This is an optimization exercise on Yosys and OpenROAD, whose aim is small area, a short achievable clock period and few clock cycles per item, not a production implementation. Only simulation tests tie the RTL to the original design; equivalence was not proved. Power is estimated from default activity; no workload was simulated.

Design mul_unit, start of the top module:
module mul_unit (
    input  wire        clk,
    input  wire        rst,         
    input  wire        in_valid,
    output wire        in_ready,
    input  wire [31:0] a,
    input  wire [31:0] b,
    input  wire [31:0] c,
    input  wire [5:0]  shift,
    input  wire        signed_op,
    input  wire        trunc,
    output reg         out_valid,
    output reg  [63:0] r,
    output reg         ovf32
);
Size in the first run: roughly 170 I/O pins.
export LEC_CHECK = 0
export CAP_MARGIN = 20
export CORE_MARGIN = 2
export CORE_UTILIZATION = 40
export CTS_CLUSTER_DIAMETER = 70
export CTS_CLUSTER_SIZE = 36
export SLEW_MARGIN = 20
export SYNTH_HIERARCHICAL = 1
create_clock -name core_clock -period 19.0 [get_ports {clk}]
standard.sh (not shown) runs the stock make flow with config.mk's settings and CLKGATE_MAP_FILE= SYNTH_SCRIPT=/design/flow/synth_recipe.tcl, a recipe that flattens the netlist after the stock synthesis.
==> flow/flow/run.sh <==
#!/bin/bash
set -euo pipefail
MARGIN=$(cat flow/margin.txt)
CTS="-sink_clustering_enable -repair_clock_nets -sink_clustering_size 36 -sink_clustering_max_diameter 70 -wire_unit 10"
bash standard.sh synth > synth.log 2>&1
RESULTS=orfs/results/${FLOW_PLATFORM}/mul_unit/base openroad -no_init -exit flow/downsize.tcl > downsize.log 2>&1
touch orfs/results/${FLOW_PLATFORM}/mul_unit/base/1_synth.sdc
bash standard.sh SETUP_SLACK_MARGIN=$MARGIN "BUFFER_PORTS_ARGS=-buffer_cell sky130_fd_sc_hd__buf_1" "CTS_ARGS=$CTS" finish > layout.log 2>&1
==> flow/flow/downsize.tcl <==
# Resize every combinational cell of the synthesized netlist to the smallest
# drive strength of its kind (registers and their cell types stay as
# synthesis made them); the layout's timing repair then sizes up only the
# cells its paths need.
set results $::env(RESULTS)
read_db $results/1_synth.odb
set db [ord::get_db]
set n 0
set before 0.0
set after 0.0
foreach inst [[ord::get_db_block] getInsts] {
  set m [$inst getMaster]
  set name [$m getName]
  if {![regexp {^(sky130_fd_sc_hd__[a-z0-9]+)_(\d+)$} $name -> base drive]} { continue }
  if {[regexp {df|dl|sdf|edf|conb|tap|fill|decap|clkbuf|clkinv|clkdly|dlygate|dlymetal|probe|lpflow} $base]} { continue }
  set best ""
  set bestw 1e9
  foreach d {1 0 2} {
    set cand [$db findMaster ${base}_$d]
    if {$cand eq "NULL" || $cand eq ""} { continue }
    if {[$cand getWidth] < $bestw} { set best $cand; set bestw [$cand getWidth] }
  }
  if {$best eq "" || [$best getName] eq $name} { continue }
  if {[$best getWidth] >= [$m getWidth]} { continue }
  if {[$inst swapMaster $best]} { incr n }
}
puts "downsized $n instances"
write_db $results/1_synth.odb
==> flow/flow/margin.txt <==
14.28
Testbench counts at the start, summed over its fixed seeds: cycles 16,032, ops 16,000.
Change:
==> flow/flow/run.sh (replaced) <==
#!/bin/bash
set -euo pipefail
MARGIN=$(cat flow/margin.txt)
bash standard.sh synth > synth.log 2>&1
RESULTS=orfs/results/${FLOW_PLATFORM}/mul_unit/base openroad -no_init -exit flow/downsize.tcl > downsize.log 2>&1
touch orfs/results/${FLOW_PLATFORM}/mul_unit/base/1_synth.sdc
bash standard.sh SETUP_SLACK_MARGIN=$MARGIN "BUFFER_PORTS_ARGS=-buffer_cell sky130_fd_sc_hd__buf_1" finish > layout.log 2>&1
==> flow/flow/margin.txt (replaced) <==
14.0
- CTS_CLUSTER_DIAMETER: 70 -> 100
- CTS_CLUSTER_SIZE: 36 -> 30
The changed run went through all stages and came out clean.
Sequential share of layout area rises by 0.19 points.
Via count goes down slightly.
Flip-flop and latch count stays the same.
Synthesized area stays the same.
Cell count shrinks slightly.
Routed wire length hardly moves.
Worst setup slack degrades by 0.11 ns.
Change:
- CORE_UTILIZATION: 40 -> 60
- CTS_CLUSTER_DIAMETER: 100 -> 70
- CTS_CLUSTER_SIZE: 30 -> 36
- The changed run finished clean
- power rose by about 2.5%
- global-route usage rose by 12 points
- via count rose by about 2.8%
- utilization rose by 21 points
- sequential power is about the same
Change:
--- a/flow/flow/run.sh
+++ b/flow/flow/run.sh
@@ -3,0 +4 @@
+CTS="-sink_clustering_enable -repair_clock_nets -sink_clustering_size 36 -sink_clustering_max_diameter 70 -wire_unit 10"
@@ -7 +8 @@
-bash standard.sh SETUP_SLACK_MARGIN=$MARGIN "BUFFER_PORTS_ARGS=-buffer_cell sky130_fd_sc_hd__buf_1" finish > layout.log 2>&1
+bash standard.sh SETUP_SLACK_MARGIN=$MARGIN "BUFFER_PORTS_ARGS=-buffer_cell sky130_fd_sc_hd__buf_1" "CTS_ARGS=$CTS" finish > layout.log 2>&1
==> flow/flow/margin.txt (replaced) <==
14.12
- CAP_MARGIN: 20 -> 5
- CORE_UTILIZATION: 60 -> 50
- SLEW_MARGIN: 20 -> 5
What happened: Combinational power decreases by about 2%; setup slack improved by 0.037 ns; clock power stays flat; utilization decreases by 10 points; total power decreases by 1.5%; die area increases by 20%; via count decreases by 2.9%; clock-buffer cell count increases by 1; synthesized area does not change; global-route usage decreases by 6.6 points; final area increases by 1.4%.

afterwards: timing with drivers on the ports:
In the flow no input, the clock included, has a driving cell. The finished layouts below were timed again as built, in two steps. Step 1 (the two cells are an assumption about what drives the block):
set clk [get_ports {clk}]
set_driving_cell -lib_cell sky130_fd_sc_hd__clkbuf_16 $clk
set_driving_cell -lib_cell sky130_fd_sc_hd__buf_2 [delete_from_list [all_inputs] $clk]
Step 2 times the ports against the registers' clock, not the clock port: input delays grow and output delays shrink by t, the midpoint of the rising clock arrivals with the driver on. Slacks: ideal ports / drivers / drivers and shift; pairs: ideal ports / drivers.
run	shift t [ns]	setup WS [ns]	latest minus earliest clock arrival (ns)	worst register clock-pin slew, ns	worst slew at a driven data input, ns
the first run	0.613	14.165 / 14.098 / 14.373	0.040 / 0.040	0.10 / 0.10	0.06
the second run	0.725	14.053 / 13.983 / 14.073	0.067 / 0.066	0.11 / 0.11	0.06
the third run	0.727	14.050 / 13.981 / 14.175	0.030 / 0.030	0.12 / 0.12	0.04
the fourth run	0.710	14.087 / 14.012 / 14.229	0.039 / 0.039	0.11 / 0.11	0.07
After both steps every run listed still meets setup and hold.
